Source: an optimization exercise on an open RTL-to-GDS flow (aim: small area, a short achievable clock period and few clock cycles per item). Production flows keep margins and buffers that such runs may drop.

==> run M <==
==> flow/design.v <==
module vospi_crc16 (
    input  wire [15:0] crc_in,
    input  wire [15:0] data,
    output reg  [15:0] crc_out
);
    integer i;
    reg fb;
    always @* begin
        crc_out = crc_in;
        for (i = 15; i >= 0; i = i - 1) begin
            fb      = crc_out[15] ^ data[i];
            crc_out = {crc_out[14:0], 1'b0} ^ (fb ? 16'h1021 : 16'h0000);
        end
    end
endmodule
module vospi_engine #(
    parameter LINE_WIDTH   = 80,
    parameter PPS          = 60,       
    parameter SEGS_MULTI   = 4,        
    parameter MARKER_ID    = 20,
    parameter QUIET_MS     = 200
) (
    input  wire        clk,
    input  wire        rst,
    input  wire        cmd_valid,
    output wire        cmd_ready,
    input  wire [2:0]  cmd_op,
    input  wire [7:0]  cmd_hint,
    input  wire        cfg_ok,
    output reg         cfg_req,
    output reg         rsp_valid,
    output wire [1:0]  rsp_code,
    output reg         rsp_active,
    input  wire [31:0] now,
    output reg         xfer_start,
    output reg         xfer_abort,
    input  wire        rx_valid,
    output wire        rx_ready,
    input  wire [15:0] rx_data,
    input  wire        pool_avail,
    input  wire [3:0]  pool_slot,
    output reg         acq_take,
    output reg         rel_valid,
    output reg         rel_used,
    output wire [3:0]  rel_slot,
    output wire        mem_we,
    output wire [3:0]  mem_slot,
    output wire [15:0] mem_addr,
    output wire [15:0] mem_wdata
);
    localparam PACKET_WORDS = 2 + LINE_WIDTH + 1;
    localparam TAP = 8;                    
    localparam [2:0] OP_INIT = 3'd0, OP_DEINIT = 3'd1, OP_ABORT = 3'd2,
                     OP_RESTART = 3'd3;
    localparam [1:0] RES_OK = 2'd0, RES_ERR_TRANSPORT = 2'd1, RES_ERR_STATE = 2'd2;
    reg        initialised;
    reg        multi_segment;
    reg        streaming;
    reg        capturing;
    reg [5:0]  exp_pid;                    
    reg [1:0]  exp_seg;                    
    reg        slot_valid;
    reg [3:0]  slot;
    reg [3:0]  slot_o;                     
    reg [31:0] last_resync;
    reg [15:0] rx_q;
    reg        rxv_q;                      
    reg        pool_avail_q;
    reg        rx_rdy;
    reg [6:0]  widx;                       
    reg [6:0]  d;                          
    reg        hdr_q;                      
    reg        pay_q;                      
    reg        last_q;                     
    reg [15:0] crc;
    reg        f_skip;                     
    reg        f_r2;                       
    reg        f_bad;                      
    reg [15:0] rb [0:LINE_WIDTH-1];        
    reg        wst;                        
    reg        wst2;                       
    reg        wact;                       
    reg [6:0]  wk;                         
    reg [6:0]  wc;                         
    reg [10:0] base_hi;                    
    reg [10:0] addr_hi;                    
    reg        zbase;                      
    reg        fc_flag;                    
    reg        fc_take;                    
    reg        fcd;                        
    reg        cmd_rdy;
    reg        c1;                         
    reg        c2;                         
    reg        rs1;                        
    reg [1:0]  code1, code2, code3;        
    reg        q_lo;                       
    reg        q_b;                        
    reg        q_k;                        
    reg        q_x;                        
    assign cmd_ready = cmd_rdy;
    assign rx_ready  = rx_rdy;
    assign rel_slot  = slot_o;
    assign mem_we    = wact;
    assign mem_slot  = slot_o;
    assign rsp_code  = code3;
    assign mem_addr  = {addr_hi, wc[3:0], 1'b0};
    assign mem_wdata = rb[LINE_WIDTH-1];
    wire [15:0] crc_next;
    vospi_crc16 u_crc (
        .crc_in (crc),
        .data   (rx_q),
        .crc_out(crc_next)
    );
    wire cmd_fire   = cmd_valid && cmd_rdy;
    wire op_init    = (cmd_op == OP_INIT);
    wire op_abort   = (cmd_op == OP_ABORT) || (cmd_op == OP_DEINIT);
    wire op_deinit  = (cmd_op == OP_DEINIT);
    wire op_restart = (cmd_op == OP_RESTART);
    wire init_ok    = cmd_fire && !initialised && op_init && cfg_ok;
    wire abort_fire = cmd_fire && initialised && op_abort;
    wire acc        = rx_valid && rx_rdy && streaming && !abort_fire;
    wire w_pay      = (widx >= 7'd2) && (widx < 7'd2 + LINE_WIDTH);
    wire acc_pay    = acc && w_pay;
    wire acc_first  = acc && (widx == 7'd2);
    wire [6:0] widx_d = abort_fire ? 7'd0 :
                        !acc ? widx :
                        (widx == PACKET_WORDS - 1) ? 7'd0 : widx + 7'd1;
    wire [6:0] d_inc = (d == LINE_WIDTH - 1) ? 7'd0 : d + 7'd1;
    wire [6:0] d_d   = acc_first ? 7'd0 : acc_pay ? d : d_inc;
    wire rdy_d       = !((widx_d >= 7'd3) && (widx_d < 7'd2 + LINE_WIDTH)) ||
                       (d_d[2:0] == 3'd0);
    wire [11:0] h_pid    = rx_q[11:0];
    wire [2:0]  h_seg    = rx_q[14:12];
    wire        h_dc     = (rx_q[11:8] == 4'hF);
    wire        h_marker = multi_segment && (h_pid == MARKER_ID);
    wire        e_zero   = (exp_pid == 6'd0);
    wire        h_r1     = e_zero && (h_pid != 12'd0);
    wire        h_r2     = h_marker && (exp_seg == 2'd0) && (h_seg != 3'd1);
    wire        h_bad    = (h_pid != {6'd0, exp_pid}) ||
                           (h_marker && (h_seg != {1'b0, exp_seg} + 3'd1));
    wire ev      = last_q && initialised && capturing && !f_skip;
    wire ev_r2   = ev && f_r2;
    wire ev_try  = ev && !f_r2;
    wire crc_ok  = (crc == rx_q);
    wire ev_bad  = ev_try && (f_bad || !crc_ok);
    wire ev_ok   = ev_try && !f_bad && crc_ok;
    wire ev_nosl = ev_ok && !slot_valid && !pool_avail_q;
    wire ev_acc  = ev_ok && (slot_valid || pool_avail_q);
    wire pid_wrap   = (exp_pid == PPS - 1);
    wire seg_wrap   = (exp_seg == SEGS_MULTI - 1);
    wire frame_done = pid_wrap && (!multi_segment || seg_wrap);
    wire        wlast   = (wk == LINE_WIDTH - 1);
    wire [6:0]  wc_d    = wst2 ? d : (wc == LINE_WIDTH - 1) ? 7'd0 : wc + 7'd1;
    wire [10:0] base_d  = !wst2 ? base_hi : zbase ? 11'd0 : base_hi + 11'd5;
    wire [1:0]  code_now = (op_init && initialised) ? RES_ERR_STATE :
                           (op_init && !cfg_ok) ? RES_ERR_TRANSPORT :
                           (op_abort && !initialised) ? RES_ERR_STATE : RES_OK;
    wire [23:0] hs_a = now[31:8] ~^ last_resync[31:8];    
    wire [23:0] hs_o = now[31:8] | ~last_resync[31:8];    
    wire [7:0]  d_lo = now[7:0] - last_resync[7:0];
    wire        quiet_ok = !(q_lo && q_k && (q_x == !q_b));
    wire busy = rx_valid || rxv_q || wst || wst2 || wact || fcd || acq_take ||
                rel_valid || c1 || c2 || cmd_fire;
    integer i, j;
    always @(posedge clk) begin
        rx_q         <= rx_data;
        pool_avail_q <= pool_avail;
        q_lo         <= d_lo < QUIET_MS;
        q_b          <= now[7:0] < last_resync[7:0];
        q_k          <= &(hs_a[23:1] ~^ hs_o[22:0]);
        q_x          <= hs_a[0];
        for (j = 0; j < LINE_WIDTH / TAP; j = j + 1) begin
            for (i = 1; i < TAP; i = i + 1)
                rb[j*TAP + i] <= rb[j*TAP + i - 1];
            rb[j*TAP] <= (pay_q && d[6:3] == j) ? rx_q :
                         rb[(j*TAP + LINE_WIDTH - 1) % LINE_WIDTH];
        end
        wc        <= wc_d;
        slot_o    <= slot;
        code1     <= code_now;
        code2     <= code1;
        code3     <= code2;
        rsp_active <= initialised && streaming && capturing;
        rel_used  <= !(cmd_valid && cmd_rdy && op_deinit);
        base_hi   <= base_d;
        addr_hi   <= base_d + {8'd0, wc_d[6:4]};
    end
    always @(posedge clk) begin
        cfg_req    <= 1'b0;
        xfer_start <= 1'b0;
        xfer_abort <= 1'b0;
        acq_take   <= 1'b0;
        rel_valid  <= 1'b0;
        rsp_valid  <= 1'b0;
        if (rst) begin
            initialised   <= 1'b0;
            streaming     <= 1'b0;
            rxv_q         <= 1'b0;
            widx          <= 7'd0;
            hdr_q         <= 1'b0;
            pay_q         <= 1'b0;
            last_q        <= 1'b0;
            rx_rdy        <= 1'b0;
            wst           <= 1'b0;
            wst2          <= 1'b0;
            wact          <= 1'b0;
            fc_flag       <= 1'b0;
            fcd           <= 1'b0;
            cmd_rdy       <= 1'b0;
            c1            <= 1'b0;
            c2            <= 1'b0;
            rs1           <= 1'b0;
        end else begin
            cmd_rdy <= !busy;
            rxv_q  <= acc;
            hdr_q  <= acc && (widx == 7'd0);
            pay_q  <= acc_pay;
            last_q <= acc && (widx == PACKET_WORDS - 1);
            widx   <= widx_d;
            d      <= d_d;
            rx_rdy <= rdy_d;
            if (rxv_q)
                crc <= last_q ? 16'd0 : crc_next;
            if (hdr_q) begin
                f_skip <= h_dc || h_r1;
                f_r2   <= h_r2;
                f_bad  <= h_bad;
            end
            if (ev_r2)
                exp_pid <= 6'd0;
            if (ev_bad) begin
                xfer_abort  <= 1'b1;
                streaming   <= 1'b0;
                capturing   <= 1'b0;
                exp_pid     <= 6'd0;
                exp_seg     <= 2'd0;
                last_resync <= now;
            end
            if (ev_nosl)
                capturing <= 1'b0;
            if (ev_acc) begin
                if (!slot_valid) begin
                    acq_take   <= 1'b1;
                    slot_valid <= 1'b1;
                end
                wst     <= 1'b1;
                zbase   <= e_zero && (exp_seg == 2'd0);
                fc_flag <= frame_done;
                fc_take <= pool_avail_q;
                if (pid_wrap) begin
                    exp_pid <= 6'd0;
                    if (multi_segment)
                        exp_seg <= exp_seg + 2'd1;
                end else begin
                    exp_pid <= exp_pid + 6'd1;
                end
                if (frame_done && !pool_avail_q) begin
                    slot_valid <= 1'b0;
                    capturing  <= 1'b0;
                end
            end
            if (acq_take)
                slot <= pool_slot;
            wst2 <= wst;
            if (wst)
                wst <= 1'b0;
            if (wst2) begin
                wact    <= 1'b1;
                wk      <= 7'd0;
            end
            if (wact) begin
                wk <= wk + 7'd1;
                if (wlast) begin
                    wk      <= 7'd0;
                    wact    <= 1'b0;
                    fcd     <= fc_flag;
                    fc_flag <= 1'b0;
                end
            end
            if (fcd) begin
                fcd       <= 1'b0;
                rel_valid <= 1'b1;
                acq_take  <= fc_take;
            end
            c1  <= cmd_fire;
            c2  <= c1;
            rs1 <= cmd_fire && initialised && op_restart;
            if (cmd_fire && op_init && !initialised)
                cfg_req <= 1'b1;
            if (init_ok) begin
                multi_segment <= (cmd_hint > 8'd1);
                exp_pid       <= 6'd0;
                exp_seg       <= 2'd0;
                streaming     <= 1'b0;
                capturing     <= 1'b0;
                slot_valid    <= 1'b0;
                last_resync   <= now;
                initialised   <= 1'b1;
            end
            if (abort_fire) begin
                xfer_abort  <= streaming;
                streaming   <= 1'b0;
                capturing   <= 1'b0;
                exp_pid     <= 6'd0;
                exp_seg     <= 2'd0;
                last_resync <= now;
                crc         <= 16'd0;
                if (op_deinit) begin
                    if (slot_valid)
                        rel_valid <= 1'b1;
                    slot_valid  <= 1'b0;
                    initialised <= 1'b0;
                end
            end
            if (cmd_fire && initialised && op_restart)
                capturing <= 1'b1;
            if (rs1 && !streaming && quiet_ok) begin
                streaming  <= 1'b1;
                xfer_start <= 1'b1;
                widx       <= 7'd0;
                crc        <= 16'd0;
            end
            if (c2)
                rsp_valid  <= 1'b1;
        end
    end
endmodule
==> flow/flow/run.sh <==
#!/bin/bash
# The standard ORFS layout (the standard.sh), asking timing repair for
# more setup slack than the clock period needs and buffering the ports with
# buf_2 instead of the default delay buffer.
set -euo pipefail
bash standard.sh 'SETUP_SLACK_MARGIN=6.9' 'BUFFER_PORTS_ARGS=-buffer_cell sky130_fd_sc_hd__buf_2' finish > orfs_make.log 2>&1
==> flow/standard.sh <==
#!/bin/bash
# synth_recipe.tcl (not shown) runs the flow's synth.tcl, then flattens the netlist and writes it again
# the make line also repeats each setting of config.mk as NAME=value (left out here)
make -C /OpenROAD-flow-scripts/flow DESIGN_CONFIG=/design/flow/config.mk WORK_HOME=/design/flow/orfs CLKGATE_MAP_FILE= SYNTH_SCRIPT=/design/flow/synth_recipe.tcl "${@:-finish}"
==> flow/config.mk <==
export PLATFORM = sky130hd
export DESIGN_NAME = vospi_engine
export DESIGN_NICKNAME = vospi_engine
export VERILOG_FILES = /design/flow/design.v
export SDC_FILE = /design/flow/constraint.sdc
export NUM_CORES = 4
export LEC_CHECK = 0
export CAP_MARGIN = 20
export CORE_MARGIN = 2
export CORE_UTILIZATION = 70
export CTS_CLUSTER_DIAMETER = 55
export CTS_CLUSTER_SIZE = 25
export SLEW_MARGIN = 20
==> flow/constraint.sdc <==
create_clock -name core_clock -period 10.0 [get_ports {clk}]
set_input_delay 2.0000 -clock core_clock [delete_from_list [all_inputs] [get_ports {clk}]]
set_output_delay 2.0000 -clock core_clock [all_outputs]
set_load 0.01 [all_outputs]
==> run H: changes against run M <==
--- a/flow/design.v
+++ b/flow/design.v
@@ -129,4 +129,5 @@
     wire [6:0] d_d   = acc_first ? 7'd0 : acc_pay ? d : d_inc;
-    wire rdy_d       = !((widx_d >= 7'd3) && (widx_d < 7'd2 + LINE_WIDTH)) ||
-                       (d_d[2:0] == 3'd0);
+    wire rdy_acc     = !((widx >= 7'd3) && (widx < 7'd1 + LINE_WIDTH)) || (d[2:0] == 3'd0);
+    wire rdy_idle    = !((widx >= 7'd3) && (widx < 7'd2 + LINE_WIDTH)) || (d[2:0] == 3'd7);
+    wire rdy_d       = abort_fire || ((rx_valid && rx_rdy && streaming) ? rdy_acc : rdy_idle);
     wire [11:0] h_pid    = rx_q[11:0];
@@ -174,4 +175,4 @@
                 rb[j*TAP + i] <= rb[j*TAP + i - 1];
-            rb[j*TAP] <= (pay_q && d[6:3] == j) ? rx_q :
-                         rb[(j*TAP + LINE_WIDTH - 1) % LINE_WIDTH];
+            rb[j*TAP] <= ~((pay_q && d[6:3] == j) ? ((j % 2 == 0) ? rx_q : ~rx_q) :
+                           rb[(j*TAP + LINE_WIDTH - 1) % LINE_WIDTH]);
         end
- CORE_UTILIZATION: 70 -> 80
==> qor summary <==
item	run M	run H
Compound-gate portion of the synthesized area	1.69%	2.69%
Outcome	no timing/DRC/antenna violations	stopped before the end
Last stage reached	-	3_5_place_dp
Floorplan row count	82	77
Count of input and output buffers	119	119
Cell type contributing the most total cell area after synthesis	sky130_fd_sc_hd__dfxtp_1	sky130_fd_sc_hd__dfxtp_1
Post-Syn Nets	2359	2420
Arithmetic-cell share of the synthesized area counting full adders, half adders and majority gates	1.59%	1.68%
Most frequent cell after synthesis	sky130_fd_sc_hd__dfxtp_1	sky130_fd_sc_hd__dfxtp_1
Width of the die	230 um	214 um
Post-synthesis sequential area ratio	83.6%	84.5%
Post-synthesis share of cell area spent on xor and xnor gates	2.89%	2.98%
Gate count after technology mapping	2245	2304
Count of distinct cell types in the synthesized netlist	58	59
Vertical extent of the die	230 um	214 um
IO Pins	122	122
Commonest register cell after synthesis	sky130_fd_sc_hd__dfxtp_1	sky130_fd_sc_hd__dfxtp_1
Async SR Flop Fraction	0%	0%
Share of Yosys cell area claimed by the top area cell type	76.7%	77.5%
Fraction of the mapped netlist area in simple logic gates	3.96%	4.41%
Cell Area, Synth	0.0358 mm^2	0.0354 mm^2
Yosys warnings	3	3
Starting Density	71.2%	80.6%
DPL Wire Length	30.7 mm	37.6 mm
Mux cell area share after synthesis	5.04%	2.38%
Mean instance size in the synthesized netlist	15.9 um^2	15.4 um^2
Routability Congestion	0.784	0.866
Yosys reg bits	1453	1453
Function was not checked in any run of this note: the RTL went through the layout flow alone.

what the ideal ports hide:
The flow's constraints put no driver on any port. The routed layout listed below was extracted and timed again, unchanged, in two steps. Step 1: set_driving_cell puts a clkbuf_16 on clk and a buf_2 on each other input, an assumption about the parent block. Step 2 times the ports against the registers' clock, not the clock port: input delays grow and output delays shrink by t, the midpoint of the rising clock arrivals with the driver on. a / b / c = ideal / step 1 / step 2; a / b = the first two.
run: run M
t (ns): 0.677
setup WS [ns]: 6.863 / 6.828 / 6.224
worst setup path after step 2: input to register
latest minus earliest clock arrival (ns): 0.031 / 0.031
After both steps setup and hold are still met in run M. For run M, drivers alone change the setup slack by -0.035 ns; drivers and shift together by -0.639 ns.
